Context: an optimization exercise on an open-source flow, tuned for small area, a short achievable clock period and few clock cycles per item. The choices shown serve that exercise and are no tape-out recipe.
At most, simulation tests tie the RTL to the original design; equivalence was not proved.
Power is estimated from default activity; no workload was simulated.

## run 1
==> module smlb_compositor, before the edit <==
module smlb_compositor #(
    parameter H = 64                       
) (
    input  wire        clk,
    input  wire        rst,                
    input  wire        in_valid,
    output wire        in_ready,
    input  wire [47:0] in_src,
    input  wire [47:0] in_row,
    input  wire        in_last,
    input  wire [15:0] in_hwy,
    input  wire [2:0]  in_shift,
    input  wire [7:0]  in_bright,
    input  wire        in_ck_en,
    input  wire [47:0] in_ck_key,
    input  wire [15:0] in_ck_first,
    input  wire [15:0] in_ck_last,
    output reg         out_valid,
    input  wire        out_ready,
    output reg  [47:0] out_row,
    output reg         out_last,
    output reg  [1:0]  out_status
);
    localparam [1:0] ST_OK = 2'd0, ST_SATURATED = 2'd1, ST_RANGE = 2'd2;
    reg  k_valid;
    reg  in_ready_q;
    wire adv = !k_valid;
    assign in_ready = in_ready_q;
    wire       in_range = (in_shift > 3'd4) || (in_hwy >= H);
    wire [5:0] hwy_lo   = in_hwy[5:0];
    wire       below    = (in_ck_first[15:6] != 10'd0) || (hwy_lo < in_ck_first[5:0]);
    wire       above    = (in_ck_last[15:6] == 10'd0) && (hwy_lo > in_ck_last[5:0]);
    wire       in_keyed = in_src == in_ck_key;
    wire       in_skip  = in_range || (in_bright == 8'd0) ||
                          (in_ck_en && (below || above || in_keyed));
    function [16:0] correct_raw;           
        input [15:0] v;
        input [2:0]  s;
        reg   [19:0] t;
        begin
            t = {4'd0, v} << s;
            if (t[19:16] != 4'd0)
                correct_raw = {1'b1, 16'hFFFF};
            else
                correct_raw = {1'b0, t[15:0]};
        end
    endfunction
    wire [16:0] in_cr = correct_raw(in_src[47:32], in_shift);
    wire [16:0] in_cg = correct_raw(in_src[31:16], in_shift);
    wire [16:0] in_cb = correct_raw(in_src[15:0],  in_shift);
    reg        s1_valid;
    reg [47:0] s1_t, s1_row;
    reg [7:0]  s1_bright;
    reg        s1_skip, s1_clamp, s1_range, s1_last;
    always @(posedge clk) begin
        if (rst)
            s1_valid <= 1'b0;
        else if (adv)
            s1_valid <= in_valid;
    end
    always @(posedge clk) begin
        if (adv) begin
            s1_t      <= {in_cr[15:0], in_cg[15:0], in_cb[15:0]};
            s1_row    <= in_row;
            s1_bright <= in_bright;
            s1_skip   <= in_skip;
            s1_clamp  <= in_cr[16] || in_cg[16] || in_cb[16];
            s1_range  <= in_range;
            s1_last   <= in_last;
        end
    end
    wire [7:0]  br_eff = s1_skip ? 8'd0 : s1_bright;
    wire [23:0] nr, ng, nb;
    smlb_numer u_nr (.o(s1_row[47:32]), .t(s1_t[47:32]), .br(br_eff), .n(nr));
    smlb_numer u_ng (.o(s1_row[31:16]), .t(s1_t[31:16]), .br(br_eff), .n(ng));
    smlb_numer u_nb (.o(s1_row[15:0]),  .t(s1_t[15:0]),  .br(br_eff), .n(nb));
    wire pix_sat = !s1_skip && s1_clamp;
    reg row_sat;
    wire [1:0] status = s1_range             ? ST_RANGE :
                        (row_sat || pix_sat) ? ST_SATURATED : ST_OK;
    reg        s2_valid;
    reg [23:0] s2_nr, s2_ng, s2_nb;
    reg [1:0]  s2_status;
    reg        s2_last;
    always @(posedge clk) begin
        if (rst) begin
            s2_valid <= 1'b0;
            row_sat  <= 1'b0;
        end else if (adv) begin
            s2_valid <= s1_valid;
            if (s1_valid)
                row_sat <= s1_last ? 1'b0 : (row_sat || pix_sat);
        end
    end
    always @(posedge clk) begin
        if (adv) begin
            s2_nr     <= nr;
            s2_ng     <= ng;
            s2_nb     <= nb;
            s2_status <= s1_last ? status : ST_OK;
            s2_last   <= s1_last;
        end
    end
    wire [15:0] qr, qg, qb;
    smlb_div255 u_qr (.n(s2_nr), .q(qr));
    smlb_div255 u_qg (.n(s2_ng), .q(qg));
    smlb_div255 u_qb (.n(s2_nb), .q(qb));
    wire [50:0] res = {qr, qg, qb, s2_last, s2_status};
    reg  [50:0] k_data;
    wire        o_free = !out_valid || out_ready;
    always @(posedge clk) begin
        if (rst) begin
            out_valid <= 1'b0;
            k_valid   <= 1'b0;
        end else if (o_free) begin
            out_valid <= k_valid || s2_valid;
            k_valid   <= 1'b0;
        end else if (!k_valid) begin
            k_valid   <= s2_valid;
        end
    end
    always @(posedge clk) begin
        if (rst)
            in_ready_q <= 1'b1;
        else
            in_ready_q <= o_free || (!k_valid && !s2_valid);
    end
    always @(posedge clk) begin
        if (!k_valid)
            k_data <= res;
        if (o_free)
            {out_row, out_last, out_status} <= k_valid ? k_data : res;
    end
endmodule
clock: 24.0 ns
lec_check: 0
cap_margin: 20
core_margin: 2
core_utilization: 40
place_density: 0.6
slew_margin: 20
standard.sh (not shown) runs the stock make flow with config.mk's settings and CLKGATE_MAP_FILE= SYNTH_SCRIPT=/design/flow/synth_recipe.tcl, a recipe that flattens the netlist after the stock synthesis.
==> flow/flow/run.sh <==
#!/bin/bash
# The standard layout, with two changes: the ports get buf_1 buffers instead
# of the delay buffers buffer_ports picks by default, and the timing repair
# is asked to leave a setup margin, so that it works on the paths that set
# the achieved period. Each tool's log is in orfs/logs; make's output is in
# standard.log.
set -e
bash standard.sh SETUP_SLACK_MARGIN=17.7 "BUFFER_PORTS_ARGS=-buffer_cell sky130_fd_sc_hd__buf_1" finish > standard.log 2>&1
Testbench counts of run 1, summed over its fixed seeds: cycles 12,312, items 12,288.
What run 2 does differently from run 1 at the input level:
--- a/flow/design.v
+++ b/flow/design.v
@@ -32,50 +32,51 @@
     wire       above    = (in_ck_last[15:6] == 10'd0) && (hwy_lo > in_ck_last[5:0]);
     wire       in_keyed = in_src == in_ck_key;
     wire       in_skip  = in_range || (in_bright == 8'd0) ||
                           (in_ck_en && (below || above || in_keyed));
-    function [16:0] correct_raw;           
-        input [15:0] v;
-        input [2:0]  s;
-        reg   [19:0] t;
-        begin
-            t = {4'd0, v} << s;
-            if (t[19:16] != 4'd0)
-                correct_raw = {1'b1, 16'hFFFF};
-            else
-                correct_raw = {1'b0, t[15:0]};
-        end
-    endfunction
-    wire [16:0] in_cr = correct_raw(in_src[47:32], in_shift);
-    wire [16:0] in_cg = correct_raw(in_src[31:16], in_shift);
-    wire [16:0] in_cb = correct_raw(in_src[15:0],  in_shift);
     reg        s1_valid;
-    reg [47:0] s1_t, s1_row;
-    reg [7:0]  s1_bright;
-    reg        s1_skip, s1_clamp, s1_range, s1_last;
+    reg [47:0] s1_src, s1_row;
+    reg [2:0]  s1_shift;
+    reg [7:0]  s1_br;                      
+    reg        s1_skip, s1_range, s1_last;
     always @(posedge clk) begin
         if (rst)
             s1_valid <= 1'b0;
         else if (adv)
             s1_valid <= in_valid;
     end
     always @(posedge clk) begin
         if (adv) begin
-            s1_t      <= {in_cr[15:0], in_cg[15:0], in_cb[15:0]};
+            s1_src    <= in_src;
             s1_row    <= in_row;
-            s1_bright <= in_bright;
+            s1_shift  <= in_shift;
+            s1_br     <= in_skip ? 8'd0 : in_bright;
             s1_skip   <= in_skip;
-            s1_clamp  <= in_cr[16] || in_cg[16] || in_cb[16];
             s1_range  <= in_range;
             s1_last   <= in_last;
         end
     end
-    wire [7:0]  br_eff = s1_skip ? 8'd0 : s1_bright;
+    function [16:0] correct_raw;           
+        input [15:0] v;
+        input [2:0]  s;
+        reg   [19:0] t;
+        begin
+            t = {4'd0, v} << s;
+            if (t[19:16] != 4'd0)
+                correct_raw = {1'b1, 16'hFFFF};
+            else
+                correct_raw = {1'b0, t[15:0]};
+        end
+    endfunction
+    wire [16:0] cr = correct_raw(s1_src[47:32], s1_shift);
+    wire [16:0] cg = correct_raw(s1_src[31:16], s1_shift);
+    wire [16:0] cb = correct_raw(s1_src[15:0],  s1_shift);
+    wire [7:0]  br_eff = s1_br;
     wire [23:0] nr, ng, nb;
-    smlb_numer u_nr (.o(s1_row[47:32]), .t(s1_t[47:32]), .br(br_eff), .n(nr));
-    smlb_numer u_ng (.o(s1_row[31:16]), .t(s1_t[31:16]), .br(br_eff), .n(ng));
-    smlb_numer u_nb (.o(s1_row[15:0]),  .t(s1_t[15:0]),  .br(br_eff), .n(nb));
-    wire pix_sat = !s1_skip && s1_clamp;
+    smlb_numer u_nr (.o(s1_row[47:32]), .t(cr[15:0]), .br(br_eff), .n(nr));
+    smlb_numer u_ng (.o(s1_row[31:16]), .t(cg[15:0]), .br(br_eff), .n(ng));
+    smlb_numer u_nb (.o(s1_row[15:0]),  .t(cb[15:0]),   .br(br_eff), .n(nb));
+    wire pix_sat = !s1_skip && (cr[16] || cg[16] || cb[16]);
     reg row_sat;
     wire [1:0] status = s1_range             ? ST_RANGE :
                         (row_sat || pix_sat) ? ST_SATURATED : ST_OK;
     reg        s2_valid;
Run 2 completed every stage of the flow, and the final layout passed the timing, DRC and antenna checks. The lower multi-input logic area of run 2 and run 1 is in run 1. Run 2 has total number of tap cells above what run 1 had. The higher final routed wire length divided by cell count of run 2 and run 1 is in run 1. Measured against run 1, the static power due to leakage of run 2 comes out at 1.09 times the reference value. Between run 1 and run 2, the flow reports number of sequential cells increasing slightly. Run 2 — sequential cell area in the final layout 0.70% higher, run 1 as reference. The wire length of the first global-routing pass on run 2 is in line with that on run 1. Final cell utilization of the core in run 2 is 0.39 points above run 1. | growth of design area from synthesis to finish | higher: run 2 |. Going from run 1 to run 2, cell count after placement grew by 12%, layout inverter count without the clock tree grew by about 18%.
Function not checked in run 2: the RTL went through the layout flow alone.

[what the ideal ports hide]
The results above use ideal ports. As a check the final layouts listed here were re-extracted and re-timed, cells and wires unchanged. Step 1, drivers: a clkbuf_16 drives clk and a buf_2 each remaining input, both assumed. Step 2 times the ports against the registers' clock, not the clock port: input delays grow and output delays shrink by t, the midpoint of the rising clock arrivals with the driver on. Three values: ideal, step 1, step 2; two values: the first two.
| run | t (ns) | setup slack, ns | worst setup path at the end | pins driven straight from the clock port |
|---|---|---|---|---|
| run 1 | 0.609 | 17.747 / 17.778 / 17.169 | input to register | 1 |
| run 2 | 0.623 | 17.759 / 17.799 / 17.176 | input to register | 1 |
After both steps every run listed still meets setup and hold. For run 2, which loses most, drivers alone change the setup slack by +0.040 ns; drivers and shift together by -0.583 ns.
